Context: an optimization exercise on an open-source flow, tuned for small area, a short achievable clock period and few clock cycles per item. The choices shown serve that exercise and are no tape-out recipe.
Function was checked by simulation only, so behaviour that the tests miss may differ from the original.

==> flow/design.v <==
module agc4_alu (
    input  wire        clk,
    input  wire        rst,       
    input  wire        start,
    input  wire [2:0]  op,
    input  wire [15:0] a_in,      
    input  wire [15:0] k_in,      
    output wire        ready,
    output reg         done,
    output wire [15:0] res_a,
    output wire [15:0] res_lp,
    output reg  [1:0]  skip
);
    localparam OP_AD   = 3'd0;
    localparam OP_SU   = 3'd1;
    localparam OP_CS   = 3'd2;
    localparam OP_MASK = 3'd3;
    localparam OP_CCS  = 3'd4;
    localparam OP_MP   = 3'd5;
    localparam OP_DV   = 3'd6;
    localparam OP_TS   = 3'd7;
    reg         busy;       
    reg  [2:0]  cnt;        
    reg         md_dv;      
    reg         neg;        
    reg  [15:0] h;          
    reg  [13:0] l;          
    reg  [13:0] d;          
    assign ready = !busy;
    wire [15:0] abs_k16 = k_in[15] ? ~k_in : k_in;
    wire [13:0] abs_a   = a_in[15] ? ~a_in[13:0] : a_in[13:0];
    wire        is_ccs  = (op == OP_CCS);
    reg  [15:0] x1, y1;
    reg         c1, eac1;
    always @(*) begin
        if (!busy) begin
            x1   = is_ccs ? abs_k16 : a_in;
            y1   = is_ccs ? 16'o177777 : (op[0] ? ~k_in : k_in);
            c1   = 1'b0;
            eac1 = !is_ccs;
        end else if (md_dv) begin
            x1   = {1'b0, h[13:0], 1'b0};
            y1   = {1'b0, h[14] ? {1'b0, d} : ~{1'b0, d}};
            c1   = ~h[14];
            eac1 = 1'b0;
        end else begin
            x1   = {2'b00, h[13:0]};
            y1   = {2'b00, d & {14{l[0]}}};
            c1   = 1'b0;
            eac1 = 1'b0;
        end
    end
    wire        g1   = ({1'b0, x1} + {1'b0, y1}) >> 16;    
    wire [15:0] s1   = x1 + y1 + {15'd0, c1 | (eac1 & g1)};
    wire [14:0] x2 = md_dv ? {s1[13:0], 1'b0} : {1'b0, s1[14:1]};
    wire [14:0] y2 = md_dv ? (s1[14] ? {1'b0, d} : ~{1'b0, d}) : {1'b0, d & {14{l[1]}}};
    wire [14:0] s2 = x2 + y2 + {14'd0, md_dv & ~s1[14]};
    wire        k_zero = (abs_k16 == 16'd0);
    wire        a_ovf  = a_in[15] ^ a_in[14];
    wire [15:0] ts_r   = a_ovf ? (a_in[15] ? 16'o177776 : 16'o000001) : a_in;
    wire [13:0] l_rev = {l[0], l[1], l[2], l[3], l[4], l[5], l[6],
                         l[7], l[8], l[9], l[10], l[11], l[12], l[13]};
    assign res_a  = (md_dv ? {2'b00, l_rev} : h) ^ {16{neg}};
    assign res_lp = {2'b00, l} ^ {16{neg}};
    always @(posedge clk) begin
        if (rst) begin
            busy <= 1'b0;
            done <= 1'b0;
        end else if (busy) begin
            busy <= (cnt != 3'd0);
            done <= (cnt == 3'd0);
        end else begin
            busy <= start && (op == OP_MP || op == OP_DV);
            done <= start && !(op == OP_MP || op == OP_DV);
        end
    end
    always @(posedge clk) begin
        skip <= 2'd0;
        if (busy) begin
            cnt <= cnt - 3'd1;
            if (md_dv) begin
                h <= {1'b0, s2};
                l <= {~s2[14], ~s1[14], l[13:2]};
            end else begin
                h <= {2'b00, s2[14:1]};
                l <= {s2[0], s1[0], l[13:2]};
            end
        end else begin
            cnt   <= 3'd6;
            md_dv <= (op == OP_DV);
            neg   <= (op == OP_MP || op == OP_DV) && (a_in[15] ^ k_in[15]);
            d     <= abs_k16[13:0];
            l     <= abs_a;
            case (op)
                OP_AD, OP_SU: h <= s1;
                OP_CS:        h <= ~k_in;
                OP_MASK:      h <= a_in & k_in;
                OP_CCS: begin
                    h    <= k_zero ? 16'd0 : s1;
                    skip <= {k_in[15], k_zero};
                end
                OP_MP:        h <= 16'd0;
                OP_DV:        h <= {2'b00, abs_a};
                default: begin    
                    h    <= ts_r;
                    skip <= {1'b0, a_ovf};
                end
            endcase
        end
    end
endmodule
make LEC_CHECK=0 ABC_CLOCK_PERIOD_IN_PS=4500 CAP_MARGIN=20 CORE_MARGIN=2 CORE_UTILIZATION=40 PLACE_DENSITY=0.6 SETUP_SLACK_MARGIN=2.5 SLEW_MARGIN=20 finish   # period 7.0 ns
run.sh (not shown) runs the stock make flow with config.mk's settings and CLKGATE_MAP_FILE= SYNTH_SCRIPT=/design/flow/synth_recipe.tcl, a recipe that flattens the netlist after the stock synthesis.
The baseline ran to the end with violations: negative setup slack.
Testbench counts at the start, summed over its fixed seeds: cycles 10,046, items 3,200.
Rerun with:
--- a/flow/design.v
+++ b/flow/design.v
@@ -30,31 +30,31 @@
     wire [15:0] abs_k16 = k_in[15] ? ~k_in : k_in;
     wire [13:0] abs_a   = a_in[15] ? ~a_in[13:0] : a_in[13:0];
     wire        is_ccs  = (op == OP_CCS);
-    reg  [15:0] x1, y1;
-    reg         c1, eac1;
+    wire [14:0] x1 = md_dv ? {h[13:0], 1'b0} : {1'b0, h[13:0]};
+    wire [14:0] y1 = md_dv ? (h[14] ? {1'b0, d} : ~{1'b0, d}) : {1'b0, d & {14{l[0]}}};
+    wire [14:0] s1 = x1 + y1 + {14'd0, md_dv & ~h[14]};
+    reg  [15:0] x2, y2;
+    reg         c2, eac2;
     always @(*) begin
         if (!busy) begin
-            x1   = is_ccs ? abs_k16 : a_in;
-            y1   = is_ccs ? 16'o177777 : (op[0] ? ~k_in : k_in);
-            c1   = 1'b0;
-            eac1 = !is_ccs;
+            x2   = is_ccs ? abs_k16 : a_in;
+            y2   = is_ccs ? 16'o177777 : (op[0] ? ~k_in : k_in);
+            c2   = 1'b0;
+            eac2 = !is_ccs;
         end else if (md_dv) begin
-            x1   = {1'b0, h[13:0], 1'b0};
-            y1   = {1'b0, h[14] ? {1'b0, d} : ~{1'b0, d}};
-            c1   = ~h[14];
-            eac1 = 1'b0;
+            x2   = {1'b0, s1[13:0], 1'b0};
+            y2   = {1'b0, s1[14] ? {1'b0, d} : ~{1'b0, d}};
+            c2   = ~s1[14];
+            eac2 = 1'b0;
         end else begin
-            x1   = {2'b00, h[13:0]};
-            y1   = {2'b00, d & {14{l[0]}}};
-            c1   = 1'b0;
-            eac1 = 1'b0;
+            x2   = {2'b00, s1[14:1]};
+            y2   = {2'b00, d & {14{l[1]}}};
+            c2   = 1'b0;
+            eac2 = 1'b0;
         end
     end
-    wire        g1   = ({1'b0, x1} + {1'b0, y1}) >> 16;    
-    wire [15:0] s1   = x1 + y1 + {15'd0, c1 | (eac1 & g1)};
-    wire [14:0] x2 = md_dv ? {s1[13:0], 1'b0} : {1'b0, s1[14:1]};
-    wire [14:0] y2 = md_dv ? (s1[14] ? {1'b0, d} : ~{1'b0, d}) : {1'b0, d & {14{l[1]}}};
-    wire [14:0] s2 = x2 + y2 + {14'd0, md_dv & ~s1[14]};
+    wire        g2   = ({1'b0, x2} + {1'b0, y2}) >> 16;    
+    wire [15:0] s2   = x2 + y2 + {15'd0, c2 | (eac2 & g2)};
     wire        k_zero = (abs_k16 == 16'd0);
     wire        a_ovf  = a_in[15] ^ a_in[14];
     wire [15:0] ts_r   = a_ovf ? (a_in[15] ? 16'o177776 : 16'o000001) : a_in;
@@ -79,7 +79,7 @@
         if (busy) begin
             cnt <= cnt - 3'd1;
             if (md_dv) begin
-                h <= {1'b0, s2};
+                h <= {1'b0, s2[14:0]};
                 l <= {~s2[14], ~s1[14], l[13:2]};
             end else begin
                 h <= {2'b00, s2[14:1]};
@@ -92,11 +92,11 @@
             d     <= abs_k16[13:0];
             l     <= abs_a;
             case (op)
-                OP_AD, OP_SU: h <= s1;
+                OP_AD, OP_SU: h <= s2;
                 OP_CS:        h <= ~k_in;
                 OP_MASK:      h <= a_in & k_in;
                 OP_CCS: begin
-                    h    <= k_zero ? 16'd0 : s1;
+                    h    <= k_zero ? 16'd0 : s2;
                     skip <= {k_in[15], k_zero};
                 end
                 OP_MP:        h <= 16'd0;
What happened: The changed run passed the timing, design-rule and antenna checks. Sequential share of layout area goes up by 1.2 points. Fmax goes up by a little under a tenth. Wire length decreases slightly. Worst hold slack degrades by 0.0046 ns. Final area went down by a little under a tenth.
Testbench counts after the change, summed over its fixed seeds: cycles 10,046, items 3,200.

==> afterwards: timing with drivers on the ports <==
Ports are ideal in the flow. The routed layouts listed here were re-timed in OpenROAD. Step 1 sets driving cells, clkbuf_16 on the clock port and buf_2 on the other inputs (assumed; they add their load-dependent delay and slew). Step 2, shift: input delay + t, output delay - t, t = (earliest + latest rising clock arrival at the registers) / 2. This alone moves slack from input paths to output paths. Slacks: no drivers / after step 1 / after step 2; pairs: no drivers / after step 1.
| run | shift t [ns] | setup slack, ns | worst hold slack (ns) | worst setup path at the end | clock arrival spread, ns |
|---|---|---|---|---|---|
| the first run | 0.349 | -0.065 / -0.053 / -0.403 | 0.419 / 0.419 / 0.419 | input to register | 0.009 / 0.009 |
| the second run | 0.352 | 0.422 / 0.422 / 0.315 | 0.415 / 0.415 / 0.415 | input to register | 0.012 / 0.011 |
The setup slack of the first run, which loses most, moves by +0.012 ns with the drivers and by -0.338 ns with both steps.
